Context: an optimization exercise on an open-source flow, tuned for small area and few clock cycles. The choices shown serve that exercise and are no tape-out recipe. Only simulation tests tie the RTL to the original design; equivalence was not proved. Power and IR drop assume default switching activity.

// framer_tx
module framer_tx (
    input  wire        clk,
    input  wire        rst,
    input  wire        seq_reset,
    input  wire        cmd_valid,
    output wire        cmd_ready,
    input  wire [2:0]  cmd_version,
    input  wire        cmd_packet_type,
    input  wire        cmd_sec_hdr_flag,
    input  wire [15:0] cmd_apid,
    input  wire [1:0]  cmd_seq_flags,
    input  wire [47:0] cmd_timing_info,
    input  wire [7:0]  cmd_segment_number,
    input  wire [7:0]  cmd_function_code,
    input  wire [15:0] cmd_address_code,
    input  wire [16:0] cmd_payload_len,
    input  wire        cmd_include_sync,
    input  wire        pl_valid,
    output wire        pl_ready,
    input  wire [7:0]  pl_byte,
    output reg         out_valid,
    input  wire        out_ready,
    output reg  [7:0]  out_byte,
    output wire        out_last,
    output reg         err_valid
);
    localparam [1:0] S_START = 2'd0;    
    localparam [1:0] S_MARK1 = 2'd1;    
    localparam [1:0] S_HDR   = 2'd2;    
    localparam [1:0] S_BODY  = 2'd3;    
    reg [1:0]  state;
    reg [13:0] seq_cnt;
    reg [15:0] cnt;
    reg [31:0] crc;
    wire too_big = (cmd_payload_len > 17'd65521);
    wire [15:0] data_length = cmd_payload_len[15:0] + 16'd13;
  ...
Size: ~4400 um2 of cells after synthesis.
export LEC_CHECK = 0
export CAP_MARGIN = 20
export CORE_MARGIN = 2
export CORE_UTILIZATION = 60
export SLEW_MARGIN = 20
create_clock -name core_clock -period 5.0 [get_ports {clk}]
standard.sh (not shown) runs the stock make flow with config.mk's settings and CLKGATE_MAP_FILE= SYNTH_SCRIPT=/design/flow/synth_recipe.tcl, a recipe that flattens the netlist after the stock synthesis.
==> flow/flow/run.sh <==
#!/bin/bash
# Standard synthesis, then an area re-mapping of its combinational logic
# (registers untouched: same cells, same names), then the standard layout
# with buf_1 port buffers and a small CTS without dummy loads.
set -uo pipefail
RES=orfs/results/${FLOW_PLATFORM}/framer_tx/base
LIB=${FLOW_HOME}/platforms/${FLOW_PLATFORM}/lib/sky130_fd_sc_hd__tt_025C_1v80.lib

bash standard.sh synth > synth.log 2>&1 || exit 1

cp $RES/1_2_yosys.v 1_2_yosys.std.v
sed "s#@LIB@#${LIB}#g" flow/reopt.ys > reopt.ys
if yosys -s reopt.ys > reopt.log 2>&1 && [ -s 1_2_yosys.reopt.v ]; then
  cp 1_2_yosys.reopt.v $RES/1_2_yosys.v
  touch $RES/1_2_yosys.v
fi

export BUFFER_PORTS_ARGS="-buffer_cell sky130_fd_sc_hd__buf_1"
export CTS_ARGS="-sink_clustering_enable -repair_clock_nets -dont_use_dummy_load -buf_list sky130_fd_sc_hd__clkbuf_4 -root_buf sky130_fd_sc_hd__clkbuf_8"
bash standard.sh > standard.log 2>&1
==> flow/flow/abc.constr <==
set_driving_cell sky130_fd_sc_hd__buf_1
set_load 10.0
==> flow/flow/deep.abc <==
strash
&get -n
&deepsyn -T 60
&put
dch -f
amap
topo
stime -c
buffer -c
dnsize -c
==> flow/flow/reopt.ys <==
# re-map the combinational logic of the standard synthesis for area;
# the registers stay the same cells with the same names
read_liberty -ignore_miss_func @LIB@
read_verilog 1_2_yosys.std.v
hierarchy -top framer_tx
setattr -mod -set keep_hierarchy 1 sky130_fd_sc_hd__dfxtp_* sky130_fd_sc_hd__edfxtp_*
flatten
blackbox sky130_fd_sc_hd__dfxtp_* sky130_fd_sc_hd__edfxtp_*
opt -purge
abc -D 5000 -constr flow/abc.constr -script flow/deep.abc -liberty @LIB@ -dont_use *probe* -dont_use *lpflow*
setundef -zero
opt_clean -purge
hilomap -singleton -hicell sky130_fd_sc_hd__conb_1 HI -locell sky130_fd_sc_hd__conb_1 LO
insbuf -buf sky130_fd_sc_hd__buf_4 A X
opt_clean -purge
hierarchy -top framer_tx
tee -o reopt_stat.txt stat -liberty @LIB@
write_verilog -noattr -nohex -nodec 1_2_yosys.reopt.v
The first run finished with timing, DRC and antenna clean.
Testbench counts at the start, summed over its fixed seeds: cycles 39,187.
Rerun with:
==> flow/flow/deep.abc (replaced) <==
strash
&get -n
&deepsyn -T 60
&put
dch -f
amap
topo
stime -c
buffer -c
upsize -c
dnsize -c
--- a/flow/config.mk
+++ b/flow/config.mk
@@ -9,3 +9,3 @@
 export CORE_MARGIN = 2
-export CORE_UTILIZATION = 60
+export CORE_UTILIZATION = 50
 export SLEW_MARGIN = 20
Outcome: Hold slack gets worse by 0.0068 ns; clock skew goes down by 0.0063 ns; wire length grows by 5.6%; count of clock-buffer cells in the layout does not change; power rises by 3.2%; via count is lower by 4.7%; register-to-register slack gains 0.37 ns.
Rerun with:
--- a/flow/config.mk
+++ b/flow/config.mk
@@ -9,3 +9,4 @@
 export CORE_MARGIN = 2
-export CORE_UTILIZATION = 50
+export CORE_UTILIZATION = 60
+export GPL_TIMING_DRIVEN = 0
 export SLEW_MARGIN = 20
Outcome:
- The changed run finished with timing, DRC and antenna clean
- cell count goes up by 0.33%
- setup slack gets worse by 0.38 ns
- worst hold slack gets worse by 0.017 ns
- clock-buffer cell count does not change
- critical path depth does not change
- sequential power goes down by about 0.8%
- first-iteration DRC count goes up by about 13%
- design area hardly moves
Rerun with:
==> flow/flow/deep.abc (replaced) <==
strash
&get -n
&deepsyn -T 60
&put
dch -f
amap
topo
stime -c
dnsize -c
--- a/flow/config.mk
+++ b/flow/config.mk
@@ -10,3 +10,2 @@
 export CORE_UTILIZATION = 60
-export GPL_TIMING_DRIVEN = 0
 export SLEW_MARGIN = 20
Effect: The changed run passed the timing, design-rule and antenna checks. Total power shrinks by 1.7%. Fmax hardly moves. Flip-flop and latch count stays the same. Die area goes down by 6.7%. Cell area fell by 1.9%. First-iteration DRC count is higher by 35%. Routed wire length falls by 5.6%. Sequential share of layout area rose by 0.46 points. Count of clock-buffer cells in the layout is unchanged. Via count grows by 1.6%.

* * *

The RTL this note starts from:
==> flow/design.v <==
module framer_tx (
    input  wire        clk,
    input  wire        rst,
    input  wire        seq_reset,
    input  wire        cmd_valid,
    output wire        cmd_ready,
    input  wire [2:0]  cmd_version,
    input  wire        cmd_packet_type,
    input  wire        cmd_sec_hdr_flag,
    input  wire [15:0] cmd_apid,
    input  wire [1:0]  cmd_seq_flags,
    input  wire [47:0] cmd_timing_info,
    input  wire [7:0]  cmd_segment_number,
    input  wire [7:0]  cmd_function_code,
    input  wire [15:0] cmd_address_code,
    input  wire [16:0] cmd_payload_len,
    input  wire        cmd_include_sync,
    input  wire        pl_valid,
    output wire        pl_ready,
    input  wire [7:0]  pl_byte,
    output reg         out_valid,
    input  wire        out_ready,
    output reg  [7:0]  out_byte,
    output wire        out_last,
    output reg         err_valid
);
    localparam [1:0] S_START = 2'd0;    
    localparam [1:0] S_MARK1 = 2'd1;    
    localparam [1:0] S_HDR   = 2'd2;    
    localparam [1:0] S_BODY  = 2'd3;    
    reg [1:0]  state;
    reg [13:0] seq_cnt;
    reg [15:0] cnt;
    reg [31:0] crc;
    wire too_big = (cmd_payload_len > 17'd65521);
    wire [15:0] data_length = cmd_payload_len[15:0] + 16'd13;
    reg [7:0] hdr_byte;
    always @* begin
        case (cnt[3:0])
            4'd9:  hdr_byte = {cmd_version, cmd_packet_type, cmd_sec_hdr_flag, cmd_apid[10:8]};
            4'd8:  hdr_byte = cmd_apid[7:0];
            4'd7:  hdr_byte = {cmd_seq_flags, seq_cnt[13:8]};
            4'd6:  hdr_byte = seq_cnt[7:0];
            4'd5:  hdr_byte = data_length[15:8];
            4'd4:  hdr_byte = data_length[7:0];
            4'd3:  hdr_byte = cmd_timing_info[47:40];
            4'd2:  hdr_byte = cmd_timing_info[39:32];
            4'd1:  hdr_byte = cmd_timing_info[31:24];
            4'd0:  hdr_byte = cmd_timing_info[23:16];
            4'd15: hdr_byte = cmd_timing_info[15:8];
            4'd14: hdr_byte = cmd_timing_info[7:0];
            4'd13: hdr_byte = cmd_segment_number;
            4'd12: hdr_byte = cmd_function_code;
            4'd11: hdr_byte = cmd_address_code[15:8];
            default: hdr_byte = cmd_address_code[7:0];
        endcase
    end
    wire pay_phase = (cnt[15:4] != 12'd0) || (cnt[3:1] == 3'b111);
    wire hdr_last  = (cnt[3:0] == 4'd10);
    wire crc_last  = (cnt[1:0] == 2'b10);
    wire [31:0] crc_out = ~crc;
    reg  [7:0]  crc_byte;
    always @* begin
        case (cnt[1:0])
            2'b01:   crc_byte = crc_out[31:24];
            2'b00:   crc_byte = crc_out[23:16];
            2'b11:   crc_byte = crc_out[15:8];
            default: crc_byte = crc_out[7:0];
        endcase
    end
    wire in_start = (state == S_START);
    wire in_hdr   = (state == S_HDR) || (in_start && !cmd_include_sync);
    wire in_pay   = (state == S_BODY) && pay_phase;
    wire in_crc   = (state == S_BODY) && !pay_phase;
    always @* begin
        out_valid = 1'b0;
        out_byte  = hdr_byte;
        case (state)
            S_START: begin
                out_valid = cmd_valid && !too_big;
                out_byte  = cmd_include_sync ? 8'h55 : hdr_byte;
            end
            S_MARK1: begin
                out_valid = 1'b1;
                out_byte  = 8'hAA;
            end
            S_HDR: begin
                out_valid = 1'b1;
                out_byte  = hdr_byte;
            end
            default: begin
                out_valid = pay_phase ? pl_valid : 1'b1;
                out_byte  = pay_phase ? pl_byte : crc_byte;
            end
        endcase
    end
    assign out_last = in_crc && crc_last;
    assign pl_ready = in_pay && out_ready;
    wire xfer      = out_valid && out_ready;
    wire hdr_done  = (state == S_HDR) && hdr_last && out_ready;
    assign cmd_ready = too_big || hdr_done;
    wire        crc_first = in_hdr && (cnt[3:0] == 4'd9);
    wire [7:0]  crc_din   = in_pay ? pl_byte : hdr_byte;
    wire [31:0] crc_cur   = crc_first ? 32'hFFFFFFFF : crc;
    reg  [31:0] crc_next;
    integer i;
    always @* begin
        crc_next = crc_cur ^ {24'd0, crc_din};
        for (i = 0; i < 8; i = i + 1) begin
            if (crc_next[0])
                crc_next = (crc_next >> 1) ^ 32'hEDB88320;
            else
                crc_next = crc_next >> 1;
        end
    end
    always @(posedge clk) begin
        if (xfer && (in_hdr || in_pay))
            crc <= crc_next;
    end
    always @(posedge clk) begin
        if (rst) begin
            state     <= S_START;
            seq_cnt   <= 14'd0;
            cnt[3:0]  <= 4'd9;
            err_valid <= 1'b0;
        end else begin
            err_valid <= cmd_valid && too_big;
            if (seq_reset)
                seq_cnt <= 14'd0;
            else if (hdr_done)
                seq_cnt <= seq_cnt + 14'd1;
            if (hdr_done)
                cnt <= data_length;
            else if (xfer && state != S_MARK1 && !(in_start && cmd_include_sync))
                cnt <= cnt - 16'd1;
            case (state)
                S_START: if (xfer) state <= cmd_include_sync ? S_MARK1 : S_HDR;
                S_MARK1: if (xfer) state <= S_HDR;
                S_HDR:   if (hdr_done) state <= S_BODY;
                default: if (xfer && !pay_phase && crc_last) state <= S_START;
            endcase
        end
    end
endmodule
clock: 5.0 ns
lec_check: 0
cap_margin: 20
core_margin: 2
core_utilization: 40
slew_margin: 20
==> flow/flow/run.sh <==
#!/bin/bash
# Standard layout with smaller port buffers and no CTS dummy loads.
export BUFFER_PORTS_ARGS="-buffer_cell sky130_fd_sc_hd__buf_1"
export CTS_ARGS="-sink_clustering_enable -repair_clock_nets -dont_use_dummy_load"
bash standard.sh > standard.log 2>&1
Testbench counts at the start, summed over its fixed seeds: cycles 39,187.
Edit:
==> flow/flow/run.sh (replaced) <==
#!/bin/bash
# Standard synthesis, then an area re-mapping of its combinational logic
# (registers untouched: same cells, same names), then the standard layout
# with buf_1 port buffers and a CTS without dummy loads.
set -uo pipefail
RES=orfs/results/${FLOW_PLATFORM}/framer_tx/base
LIB=${FLOW_HOME}/platforms/${FLOW_PLATFORM}/lib/sky130_fd_sc_hd__tt_025C_1v80.lib

bash standard.sh synth > synth.log 2>&1 || exit 1

cp $RES/1_2_yosys.v 1_2_yosys.std.v
sed "s#@LIB@#${LIB}#g" flow/reopt.ys > reopt.ys
yosys -s reopt.ys > reopt.log 2>&1 || exit 1
cp 1_2_yosys.reopt.v $RES/1_2_yosys.v
touch $RES/1_2_yosys.v

export BUFFER_PORTS_ARGS="-buffer_cell sky130_fd_sc_hd__buf_1"
export CTS_ARGS="-sink_clustering_enable -repair_clock_nets -dont_use_dummy_load -buf_list sky130_fd_sc_hd__clkbuf_4"
bash standard.sh > standard.log 2>&1
==> flow/flow/reopt.ys (new file) <==
# re-map the combinational logic of the standard synthesis for area
read_liberty -ignore_miss_func @LIB@
read_verilog 1_2_yosys.std.v
hierarchy -top framer_tx
# registers stay as they are
setattr -mod -set keep_hierarchy 1 sky130_fd_sc_hd__dfxtp_* sky130_fd_sc_hd__edfxtp_* sky130_fd_sc_hd__conb_*
flatten
blackbox sky130_fd_sc_hd__dfxtp_* sky130_fd_sc_hd__edfxtp_* sky130_fd_sc_hd__conb_*
opt -purge
abc -liberty @LIB@ -dont_use *probe* -dont_use *lpflow*
setundef -zero
opt_clean -purge
hilomap -singleton -hicell sky130_fd_sc_hd__conb_1 HI -locell sky130_fd_sc_hd__conb_1 LO
insbuf -buf sky130_fd_sc_hd__buf_4 A X
opt_clean -purge
hierarchy -top framer_tx
tee -o reopt_stat.txt stat -liberty @LIB@
write_verilog -noattr -nohex -nodec 1_2_yosys.reopt.v
--- a/flow/config.mk
+++ b/flow/config.mk
@@ -10,2 +10,3 @@
 export CORE_UTILIZATION = 40
+export GPL_TIMING_DRIVEN = 0
 export SLEW_MARGIN = 20
Outcome: Utilization rose by 1.4 points; clock-buffer cell count is unchanged; routed wire length fell by 8.6%; worst setup slack loses 0.10 ns; power rose by 7.6%.
Edit:
==> flow/flow/run.sh (replaced) <==
#!/bin/bash
# Standard synthesis, then an area re-mapping of its combinational logic
# (registers untouched: same cells, same names), then the standard layout
# with buf_1 port buffers and a small CTS without dummy loads.
set -uo pipefail
RES=orfs/results/${FLOW_PLATFORM}/framer_tx/base
LIB=${FLOW_HOME}/platforms/${FLOW_PLATFORM}/lib/sky130_fd_sc_hd__tt_025C_1v80.lib

bash standard.sh synth > synth.log 2>&1 || exit 1

cp $RES/1_2_yosys.v 1_2_yosys.std.v
sed "s#@LIB@#${LIB}#g" flow/reopt.ys > reopt.ys
if yosys -s reopt.ys > reopt.log 2>&1 && [ -s 1_2_yosys.reopt.v ]; then
  cp 1_2_yosys.reopt.v $RES/1_2_yosys.v
  touch $RES/1_2_yosys.v
fi

export BUFFER_PORTS_ARGS="-buffer_cell sky130_fd_sc_hd__buf_1"
export CTS_ARGS="-sink_clustering_enable -repair_clock_nets -dont_use_dummy_load -buf_list sky130_fd_sc_hd__clkbuf_4 -root_buf sky130_fd_sc_hd__clkbuf_8"
bash standard.sh > standard.log 2>&1
==> flow/flow/deep.abc (new file) <==
strash
&get -n
&deepsyn -T 60
&put
dch -f
amap
==> flow/flow/reopt.ys (replaced) <==
# re-map the combinational logic of the standard synthesis for area;
# the registers stay the same cells with the same names
read_liberty -ignore_miss_func @LIB@
read_verilog 1_2_yosys.std.v
hierarchy -top framer_tx
setattr -mod -set keep_hierarchy 1 sky130_fd_sc_hd__dfxtp_* sky130_fd_sc_hd__edfxtp_*
flatten
blackbox sky130_fd_sc_hd__dfxtp_* sky130_fd_sc_hd__edfxtp_*
opt -purge
abc -script flow/deep.abc -liberty @LIB@ -dont_use *probe* -dont_use *lpflow*
setundef -zero
opt_clean -purge
hilomap -singleton -hicell sky130_fd_sc_hd__conb_1 HI -locell sky130_fd_sc_hd__conb_1 LO
insbuf -buf sky130_fd_sc_hd__buf_4 A X
opt_clean -purge
hierarchy -top framer_tx
tee -o reopt_stat.txt stat -liberty @LIB@
write_verilog -noattr -nohex -nodec 1_2_yosys.reopt.v
--- a/flow/config.mk
+++ b/flow/config.mk
@@ -10,3 +10,2 @@
 export CORE_UTILIZATION = 40
-export GPL_TIMING_DRIVEN = 0
 export SLEW_MARGIN = 20
The new run finished clean.
Global-route usage rose by 1.5 points.
Non-clock buffer count rose by 56.
Maximum frequency rose by 5.4%.
Synthesized area fell by 6.0%.
First-iteration DRC count rose by 22%.
Edit:
==> flow/run.sh (new file) <==
#!/bin/bash
# synth_recipe.tcl (not shown) runs the flow's synth.tcl, then flattens the netlist and writes it again
# the make line also repeats each setting of config.mk as NAME=value (left out here)
make -C /OpenROAD-flow-scripts/flow DESIGN_CONFIG=/design/flow/config.mk WORK_HOME=/design/flow/orfs CLKGATE_MAP_FILE= SYNTH_SCRIPT=/design/flow/synth_recipe.tcl finish
removed: flow/flow/run.sh
removed: flow/flow/deep.abc
removed: flow/flow/reopt.ys
removed: flow/standard.sh
=>
- The changed run finished clean
- wire length came out higher by 14%
- sequential power came out higher by 9.6%
- cell count came out higher by 4.3%
- area after synthesis came out higher by 29%
- die area came out higher by 27%
- utilization came out higher by 3.3 points
- clock-buffer cell count came out higher by 2
- clock power came out higher by 92%
- clock skew came out lower by 0.0070 ns
- final area came out higher by 36%
- via count came out higher by 5.8%

separate check: timing with driven ports:
Ports are ideal in the flow. The routed layouts listed here were re-timed in OpenROAD.
Step 1 sets driving cells, clkbuf_16 on the clock port and buf_2 on the other inputs (assumed; they add their load-dependent delay and slew).
Step 2 also shifts input and output timing later by t, the mid clock arrival at the registers, as if the neighbouring blocks saw the same clock.
a / b / c = ideal ports / drivers / drivers and shift; a / b = the first two.
run | shift t [ns] | slack for setup (ns) | worst setup path after step 2 | latest minus earliest clock arrival (ns) | cell pins on the clock port's net
the first run of note 1 | 0.362 | 0.462 / 0.462 / 0.462 | register to register | 0.018 / 0.018 | 1
the second run of note 1 | 0.373 | 0.836 / 0.836 / 0.546 | input to register | 0.011 / 0.011 | 1
the third run of note 1 | 0.371 | 0.453 / 0.453 / 0.200 | input to register | 0.017 / 0.017 | 1
the fourth run of note 1 | 0.368 | 0.464 / 0.464 / 0.256 | input to register | 0.022 / 0.022 | 1
the first run of note 2 | 0.384 | 0.253 / 0.208 / 0.464 | input to output | 0.008 / 0.007 | 1
the second run of note 2 | 0.481 | 0.153 / 0.153 / -0.220 | input to register | 0.034 / 0.034 | 1
the third run of note 2 | 0.383 | 0.401 / 0.410 / 0.029 | input to register | 0.012 / 0.013 | 1
the fourth run of note 2 | 0.381 | 0.146 / 0.107 / 0.107 | input to output | 0.006 / 0.006 | 1
With both steps, setup timing fails in the second run of note 2, where it was met with ideal ports. For the second run of note 2, which loses most, drivers alone change the setup slack by 0.000 ns; drivers and shift together by -0.373 ns.
